From an optimization exercise on the open Yosys and OpenROAD flow, aimed at small area, a short achievable clock period and few clock cycles; shortcuts taken in it are not production practice. Power figures rest on the tool's default switching activity, not on a simulated workload.

==> try-fjord: inputs <==
==> flow/design.v (excerpt) <==
module pdm_decim (
    input  wire        clk,
    input  wire        rst,         
    input  wire [2:0]  cfg_ratio,   
    input  wire [1:0]  cfg_nch,     
    input  wire        cfg_bord,    
    input  wire [7:0]  cfg_gain,    
    input  wire        in_valid,
    output reg         in_ready,
    input  wire [7:0]  in_data,
    output reg         out_valid,
    input  wire        out_ready,
    output reg  [15:0] out_data,
    output reg  [1:0]  out_chan
);
clock: 12.0 ns
lec_check: 0
cap_margin: 20
core_margin: 2
core_utilization: 40
place_density: 0.6
slew_margin: 20
standard.sh (not shown) runs the stock make flow with config.mk's settings and CLKGATE_MAP_FILE= SYNTH_SCRIPT=/design/flow/synth_recipe.tcl, a recipe that flattens the netlist after the stock synthesis.
==> flow/flow/run.sh <==
#!/bin/bash
# Standard layout, with the resizer free to change a cell's footprint and a
# tighter timing-repair target (setup slack to reach at the design's period).
set -euo pipefail
bash standard.sh MATCH_CELL_FOOTPRINT=0 SETUP_SLACK_MARGIN=7.5 finish > standard_flow.log 2>&1
==> inputs of try-umber, as changes to try-fjord <==
--- a/flow/design.v
+++ b/flow/design.v
@@ -130,13 +130,16 @@
         d27  <= (cfg_ratio == 3'd1) | (cfg_ratio == 3'd3);
         q_c0 <= k_c0;
         q_c1 <= k_c1;
         q_c2 <= k_c2;
     end
     wire [8:0] gain_b = {c_gain[7], c_gain} + 9'd132;           
-    wire [5:0] gain_q = gain_b / 9'd6;                           
+    wire [5:0] gain_qc = gain_b / 9'd6;                          
+    reg  [5:0] gain_q;
+    always @(posedge clk)
+        gain_q <= gain_qc;
     wire signed [7:0] sh_c = 8'sd31 - $signed({2'b00, gain_q})
                              + $signed({4'b0000, k_a, 1'b0}) + $signed({5'b00000, k_a});
     reg [5:0] q_sh;
     always @(posedge clk)
         q_sh <= sh_c[7] ? 6'd0 : (sh_c > 8'sd47) ? 6'd47 : sh_c[5:0];
     reg frz;                  
@@ -147,12 +150,14 @@
     reg       a_v;
     always @(posedge clk) begin
         if (rst) begin
             a_v <= 1'b0;
         end else if (!frz) begin
             a_v    <= in_valid & in_ready;
+        end
+        if (!frz) begin
             a_byte <= c_bord ? in_data : {in_data[0], in_data[1], in_data[2], in_data[3],
                                           in_data[4], in_data[5], in_data[6], in_data[7]};
         end
     end
     reg [1:0] a_ch;
     reg [3:0] a_b;
@@ -162,12 +167,15 @@
     reg [12:0] a_al2;         
     reg [5:0]  a_m3;          
     wire [4:0] a_dbb = a_bb - {1'b0, a_b} - 5'd1;
     reg [6:0]  a_m5, a_m7;    
     reg [5:0]  a_n3;          
     reg [6:0]  a_n5, a_n7;    
+    reg [5:0]  a_u1;          
+    reg [6:0]  a_u3;          
+    reg [7:0]  a_u5, a_u7;    
     wire adv_a    = a_v & ~frz;
     wire a_chlast = (a_ch == c_nch);
     wire a_blast  = (a_b == k_gm1);
     always @(posedge clk) begin
         if (rst) begin
             a_ch <= 2'd0;
@@ -186,23 +194,31 @@
             a_m3  <= 6'd0;
             a_m5  <= 7'd0;
             a_m7  <= 7'd0;
             a_n3  <= k_g3;
             a_n5  <= k_g5;
             a_n7  <= k_g7;
+            a_u1  <= {1'b0, k_g};
+            a_u3  <= {1'b0, k_g3};
+            a_u5  <= {1'b0, k_g5};
+            a_u7  <= {1'b0, k_g7};
         end else if (adv_a & a_chlast) begin
             a_bb  <= a_bb - 5'd1;
             a_al0 <= a_al0 - {a_bb - 5'd1, 6'd36};                     
             a_al1 <= a_al1 + {{3{a_dbb[4]}}, a_dbb, 6'd8};              
             a_al2 <= a_al2 + {1'b0, a_b, 6'd28};                        
             a_m3  <= a_m3 + 6'd3;
             a_m5  <= a_m5 + 7'd5;
             a_m7  <= a_m7 + 7'd7;
             a_n3  <= a_n3 - 6'd3;
             a_n5  <= a_n5 - 7'd5;
             a_n7  <= a_n7 - 7'd7;
+            a_u1  <= a_u1 - 6'd2;
+            a_u3  <= a_u3 - 7'd6;
+            a_u5  <= a_u5 - 8'd10;
+            a_u7  <= a_u7 - 8'd14;
         end
     end
     wire [7:0] x = a_byte;
     wire [47:0] pa = csa({23'd0, x[0]}, {23'd0, x[1]}, {23'd0, x[2]});
     wire [47:0] pb = csa({23'd0, x[3]}, {23'd0, x[4]}, {23'd0, x[5]});
     wire [47:0] pc = csa(pa[23:0], pa[47:24], pb[23:0]);
@@ -239,108 +255,134 @@
     wire [47:0] xwa = csa(wb1, wb2, wb3);
     wire [47:0] xwb = csa(wb4, wb5, wb6);
     wire [47:0] xwc = csa(xwa[23:0], xwa[47:24], xwb[23:0]);
     wire [47:0] xwd = csa(xwb[47:24], wb7, xwc[23:0]);
     wire [47:0] xwe = csa(xwc[47:24], xwd[23:0], xwd[47:24]);
     wire [8:0]  w9_c = xwe[8:0] + xwe[32:24];
+    wire [23:0] ub1s = x[1] ? {{18{a_u1[5]}}, a_u1} : 24'd0;
+    wire [23:0] ub2s = x[2] ? {{17{a_u1[5]}}, a_u1, 1'b0} : 24'd0;
+    wire [23:0] ub3s = x[3] ? {{17{a_u3[6]}}, a_u3} : 24'd0;
+    wire [23:0] ub4s = x[4] ? {{16{a_u1[5]}}, a_u1, 2'b0} : 24'd0;
+    wire [23:0] ub5s = x[5] ? {{16{a_u5[7]}}, a_u5} : 24'd0;
+    wire [23:0] ub6s = x[6] ? {{16{a_u3[6]}}, a_u3, 1'b0} : 24'd0;
+    wire [23:0] ub7s = x[7] ? {{16{a_u7[7]}}, a_u7} : 24'd0;
+    wire [47:0] xua = csa(ub1s, ub2s, ub3s);
+    wire [47:0] xub = csa(ub4s, ub5s, ub6s);
+    wire [47:0] xuc = csa(xua[23:0], xua[47:24], xub[23:0]);
+    wire [47:0] xud = csa(xub[47:24], ub7s, xuc[23:0]);
+    wire [47:0] xue = csa(xuc[47:24], xud[23:0], xud[47:24]);
+    wire [9:0]  u10_c = xue[9:0] + xue[33:24];
     reg        b1_v, b1_last, b1_m01, b1_m2;
     reg [1:0]  b1_ch;
     reg [3:0]  b1_p0;
     reg [8:0]  b1_v9, b1_w9;
+    reg [9:0]  b1_u10;
     reg [5:0]  b1_p2;
     reg [13:0] b1_al0, b1_al1;
     reg [12:0] b1_al2;
     always @(posedge clk) begin
         if (rst) begin
             b1_v <= 1'b0;
         end else if (!frz) begin
             b1_v    <= a_v;
+        end
+        if (!frz) begin
             b1_last <= a_blast;
             b1_m01  <= a_k0 & (a_b == 4'd0);
             b1_m2   <= (a_b == 4'd0);
             b1_ch   <= a_ch;
             b1_p0   <= p0_c;
             b1_v9   <= v9_c;
             b1_w9   <= w9_c;
+            b1_u10  <= u10_c;
             b1_p2   <= p2_c;
             b1_al0  <= a_al0;
             b1_al1  <= a_al1;
             b1_al2  <= a_al2;
         end
     end
-    function [71:0] alrows;
+    function [47:0] brows;
         input [13:0] al;
         input [3:0]  p;
         input [1:0]  k;
-        alrows = {p[3] ? {7'd0, al, 3'd0} : p[2] ? {8'd0, al, 2'd0} : 24'd0,
-                  p[1] ? {9'd0, al, 1'b0} : 24'd0,
-                  (p[0] ? {10'd0, al} : 24'd0) | {22'd0, k}};
+        reg   [23:0] r0, r1;
+        begin
+            case (p[1:0])
+                2'b00:   r0 = 24'd0;
+                2'b01:   r0 = {10'd0, al};
+                2'b10:   r0 = ~{9'd0, al, 1'b0};
+                default: r0 = ~{10'd0, al};
+            endcase
+            r1 = (p[3] | (p[2] & p[1])) ? {7'd0, al, 3'd0} :
+                 (p[2] ^ p[1])          ? {8'd0, al, 2'd0} : 24'd0;
+            brows = {r1 | {22'd0, k + {1'b0, p[1]}}, r0};
+        end
     endfunction
-    wire [71:0] ra0 = alrows(b1_al0, b1_p0, 2'd1);
-    wire [71:0] ra1 = alrows(b1_al1, b1_p0, 2'd2);
-    wire [71:0] ra2 = alrows({1'b0, b1_al2}, b1_p0, 2'd0);
-    wire [23:0] vr  = {12'd0, b1_v9, 3'd0};         
-    wire [23:0] wr  = {12'd0, b1_w9, 3'd0};         
+    wire [47:0] ra0 = brows(b1_al0, b1_p0, 2'd1);
+    wire [47:0] ra1 = brows(b1_al1, b1_p0, 2'd1);
+    wire [47:0] ra2 = brows({1'b0, b1_al2}, b1_p0, 2'd0);
+    wire [23:0] vr  = {12'd0, b1_v9, 3'd0};                  
+    wire [23:0] wr  = {12'd0, b1_w9, 3'd0};                  
+    wire [23:0] ur  = {{11{b1_u10[9]}}, b1_u10, 3'd0};       
     wire [23:0] p2r = {18'd0, b1_p2};
-    wire [47:0] e2a = csa(ra2[23:0], ra2[47:24], ra2[71:48]);
-    wire [47:0] e2b = csa(vr, p2r, b1_last ? {2'd0, q_c2} : 24'd0);
-    wire [47:0] e2c = csa(e2a[23:0], e2a[47:24], e2b[23:0]);
-    wire [47:0] e2d = csa(e2c[23:0], e2c[47:24], e2b[47:24]);
-    wire [21:0] d2_c = e2d[21:0] + e2d[45:24];
-    wire [47:0] e0a = csa(ra0[23:0], ra0[47:24], ra0[71:48]);
-    wire [47:0] e0c = csa(e0a[23:0], e0a[47:24], ~wr);
-    wire [47:0] e0d = csa(e0c[23:0], e0c[47:24], p2r);
-    wire [15:0] d0_c = e0d[15:0] + e0d[39:24];
-    wire [47:0] e1a = csa(ra1[23:0], ra1[47:24], ra1[71:48]);
-    wire [47:0] e1b = csa(~vr, wr, ~{p2r[22:0], 1'b0});
-    wire [47:0] e1c = csa(e1a[23:0], e1a[47:24], e1b[23:0]);
-    wire [47:0] e1d = csa(e1c[23:0], e1c[47:24], e1b[47:24]);
-    wire [16:0] d1_c = e1d[16:0] + e1d[40:24];
+    wire [47:0] e2a = csa(ra2[23:0], ra2[47:24], vr);
+    wire [47:0] e2b = csa(e2a[23:0], e2a[47:24], p2r);
+    wire [15:0] d2_c = e2b[15:0] + e2b[39:24];
+    wire [47:0] e0a = csa(ra0[23:0], ra0[47:24], ~wr);
+    wire [47:0] e0b = csa(e0a[23:0], e0a[47:24], p2r);
+    wire [15:0] d0_c = e0b[15:0] + e0b[39:24];
+    wire [47:0] e1a = csa(ra1[23:0], ra1[47:24], ur);
+    wire [47:0] e1b = csa(e1a[23:0], e1a[47:24], ~{p2r[22:0], 1'b0});
+    wire [16:0] d1_c = e1b[16:0] + e1b[40:24];
     reg        b2_v, b2_last, b2_m01, b2_m2;
     reg [1:0]  b2_ch;
     reg [15:0] b2_d0;
     reg [16:0] b2_d1;
-    reg [21:0] b2_d2;
+    reg [15:0] b2_d2;
     always @(posedge clk) begin
         if (rst) begin
             b2_v <= 1'b0;
         end else if (!frz) begin
             b2_v    <= b1_v;
+        end
+        if (!frz) begin
             b2_last <= b1_last;
             b2_m01  <= b1_m01;
             b2_m2   <= b1_m2;
             b2_ch   <= b1_ch;
             b2_d0   <= d0_c;
             b2_d1   <= d1_c;
             b2_d2   <= d2_c;
         end
     end
     reg [21:0] acc0 [0:3];
     reg [21:0] acc1 [0:3];
-    reg [18:0] acc2 [0:3];
+    reg [21:0] acc2 [0:3];
     wire [21:0] r0 = b2_m01 ? q_c0 : acc0[b2_ch];
     wire [21:0] r1 = b2_m01 ? q_c1 : acc1[b2_ch];
-    wire [18:0] r2 = b2_m2  ? 19'd0 : acc2[b2_ch];
+    wire [21:0] r2 = b2_m2  ? q_c2 : acc2[b2_ch];
     wire [21:0] s0 = r0 + {6'd0, b2_d0};
     wire [21:0] s1 = r1 + {5'd0, b2_d1};
-    wire [21:0] s2 = {3'd0, r2} + b2_d2;
+    wire [21:0] s2 = r2 + {6'd0, b2_d2};
     wire wr_c = b2_v & ~frz;
     always @(posedge clk) begin
         if (wr_c) begin
             acc0[b2_ch] <= b2_last ? s1 : s0;
             acc1[b2_ch] <= b2_last ? s2 : s1;
-            if (!b2_last) acc2[b2_ch] <= s2[18:0];
+            if (!b2_last) acc2[b2_ch] <= s2;
         end
     end
     reg [21:0] c_y;
     reg        c_v;
     always @(posedge clk) begin
         if (rst) begin
             c_v <= 1'b0;
         end else if (!frz) begin
             c_v <= b2_v & b2_last;
+        end
+        if (!frz) begin
             c_y <= s0;
         end
     end
     reg [21:0] fir1 [0:3];
     reg [24:0] firp [0:3];
     reg [1:0]  d_ch;
@@ -370,12 +412,14 @@
     reg        d_ng, d_v;
     always @(posedge clk) begin
         if (rst) begin
             d_v <= 1'b0;
         end else if (!frz) begin
             d_v  <= c_v;
+        end
+        if (!frz) begin
             d_m  <= m_c;
             d_ng <= np_c[24];
         end
     end
     wire [23:0] e_mag = d_m + {23'd0, d_ng};
     wire [46:0] xw = {e_mag, 23'd0} >> q_sh;
@@ -390,12 +434,14 @@
     reg        e_ovf, e_ng, e_v;
     always @(posedge clk) begin
         if (rst) begin
             e_v <= 1'b0;
         end else if (!frz) begin
             e_v   <= d_v;
+        end
+        if (!frz) begin
             e_x   <= xw[22:0];
             e_ovf <= ovf_c;
             e_ng  <= d_ng;
         end
     end
     wire [6:0]  xb0 = e_x[6:0];
@@ -432,12 +478,14 @@
     reg        v1_sat, v1_ng, v1_v;
     always @(posedge clk) begin
         if (rst) begin
             v1_v <= 1'b0;
         end else if (!frz) begin
             v1_v   <= e_v;
+        end
+        if (!frz) begin
             v1_f   <= f_c;
             v1_z   <= z_c;
             v1_sat <= s_c;
             v1_ng  <= e_ng;
         end
     end
@@ -458,12 +506,14 @@
     reg        v2_sat, v2_ng, v2_v;
     always @(posedge clk) begin
         if (rst) begin
             v2_v <= 1'b0;
         end else if (!frz) begin
             v2_v   <= v1_v;
+        end
+        if (!frz) begin
             v2_c   <= cc_c;
             v2_z   <= z2_c;
             v2_sat <= v1_sat;
             v2_ng  <= v1_ng;
         end
     end
@@ -478,12 +528,14 @@
     reg               g_v;
     always @(posedge clk) begin
         if (rst) begin
             g_v <= 1'b0;
         end else if (!frz) begin
             g_v <= p_v & k_casc;
+        end
+        if (!frz) begin
             g_p <= p_c;
         end
     end
     reg [21:0] hb_u [0:3];
     reg [20:0] hb_v [0:3];
     reg [15:0] hb_w [0:3];
@@ -530,12 +582,14 @@
     reg [1:0]         h_c;
     always @(posedge clk) begin
         if (rst) begin
             h_v <= 1'b0;
         end else if (!frz) begin
             h_v <= g_v & h_odd;
+        end
+        if (!frz) begin
             h_y <= hy;
             h_c <= h_ch;
         end
     end
     wire signed [21:0] hr  = (h_y + (h_y[21] ? 22'sd15 : 22'sd16)) >>> 5;
     wire [15:0] h_res = (hr > 22'sd32767) ? 16'h7fff :
- CORE_UTILIZATION: 40 -> 55
- PLACE_DENSITY: 0.6 -> 0.75
==> inputs of try-onyx, as changes to try-fjord <==
- CORE_UTILIZATION: 40 -> 55
- PLACE_DENSITY: 0.6 -> 0.75
==> results.txt <==
Hold slack, lowest first: try-umber, try-onyx, try-fjord.
Non-clock buffer count, lowest first: try-umber, try-onyx, try-fjord.
Global-route usage: try-fjord < try-onyx < try-umber.
Cell count: try-onyx < try-umber < try-fjord.
Wire length: try-onyx < try-fjord < try-umber.
In clock power, try-onyx and try-umber hardly differ.
In try-onyx the clock skew is higher than in try-fjord, by 6.7 ps.
==> figures <==
|  | try-umber | try-onyx | try-fjord |
|---|---|---|---|
| Met3 routed WL | 10,910 um | 11,810 um | 6824 um |
| Overall Power | 0.02425 W | 0.02160 W | 0.02140 W |
| Portion of the layout cell area used by non-clock buffers | 2.822% | 3.386% | 3.425% |
| Count of cells resized by post-cts repair | 110 | 156 | 156 |
| Placed inst area | 76,290 um2 | 73,380 um2 | 74,250 um2 |
| Area of all placed cells without fillers | 82,820 um2 | 80,640 um2 | 82,000 um2 |
| Peak ir drop on the vdd network | 344.0 uV | 358.5 uV | 302.1 uV |
| Wire length per cell after detailed routing | 21.24 um | 21.40 um | 19.76 um |
| Total via count in the routed design | 48,860 | 46,560 | 45,130 |
| Post-synthesis area per instance | 11.82 um2 | 12.16 um2 | 12.16 um2 |
| Maximum single-stage delay on the critical path | 520 ps | 490 ps | 530 ps |
| Result of the run | complete, no violations | complete, no violations | complete, no violations |
| Core Region | 133,500 um2 | 127,800 um2 | 176,300 um2 |
| Number of buffers outside the clock class in the layout | 227 | 283 | 288 |
| Min-delay src | v1_sat | v1_sat | v1_sat |
| Post-CTS setup-driven buffer insertion count | 55 | 98 | 85 |
No run of this note included a check of the RTL's function; only the layout flow was run.

[what the ideal ports hide]
The flow's constraints put no driver on any port. The routed layouts listed below were extracted and timed again, unchanged, in two steps. Step 1 (the two cells are an assumption about what drives the block):
set clk [get_ports {clk}]
set_driving_cell -lib_cell sky130_fd_sc_hd__clkbuf_16 $clk
set_driving_cell -lib_cell sky130_fd_sc_hd__buf_2 [delete_from_list [all_inputs] $clk]
Step 2 times the ports against the registers' clock, not the clock port: input delays grow and output delays shrink by t, the midpoint of the rising clock arrivals with the driver on. Three values: ideal, step 1, step 2; two values: the first two.
| run | shift t [ns] | setup slack, ns | slew at the worst register clock pin (ns) | worst slew at a driven data input, ns |
|---|---|---|---|---|
| try-fjord | 0.837 | 7.118 / 7.118 / 6.893 | 0.06 / 0.06 | 0.04 |
| try-umber | 0.868 | 7.389 / 7.389 / 6.932 | 0.07 / 0.07 | 0.06 |
| try-onyx | 0.855 | 7.131 / 7.131 / 6.812 | 0.06 / 0.06 | 0.05 |
After both steps every run listed still meets setup and hold. For try-umber, which loses most, drivers alone change the setup slack by 0.000 ns; drivers and shift together by -0.457 ns.
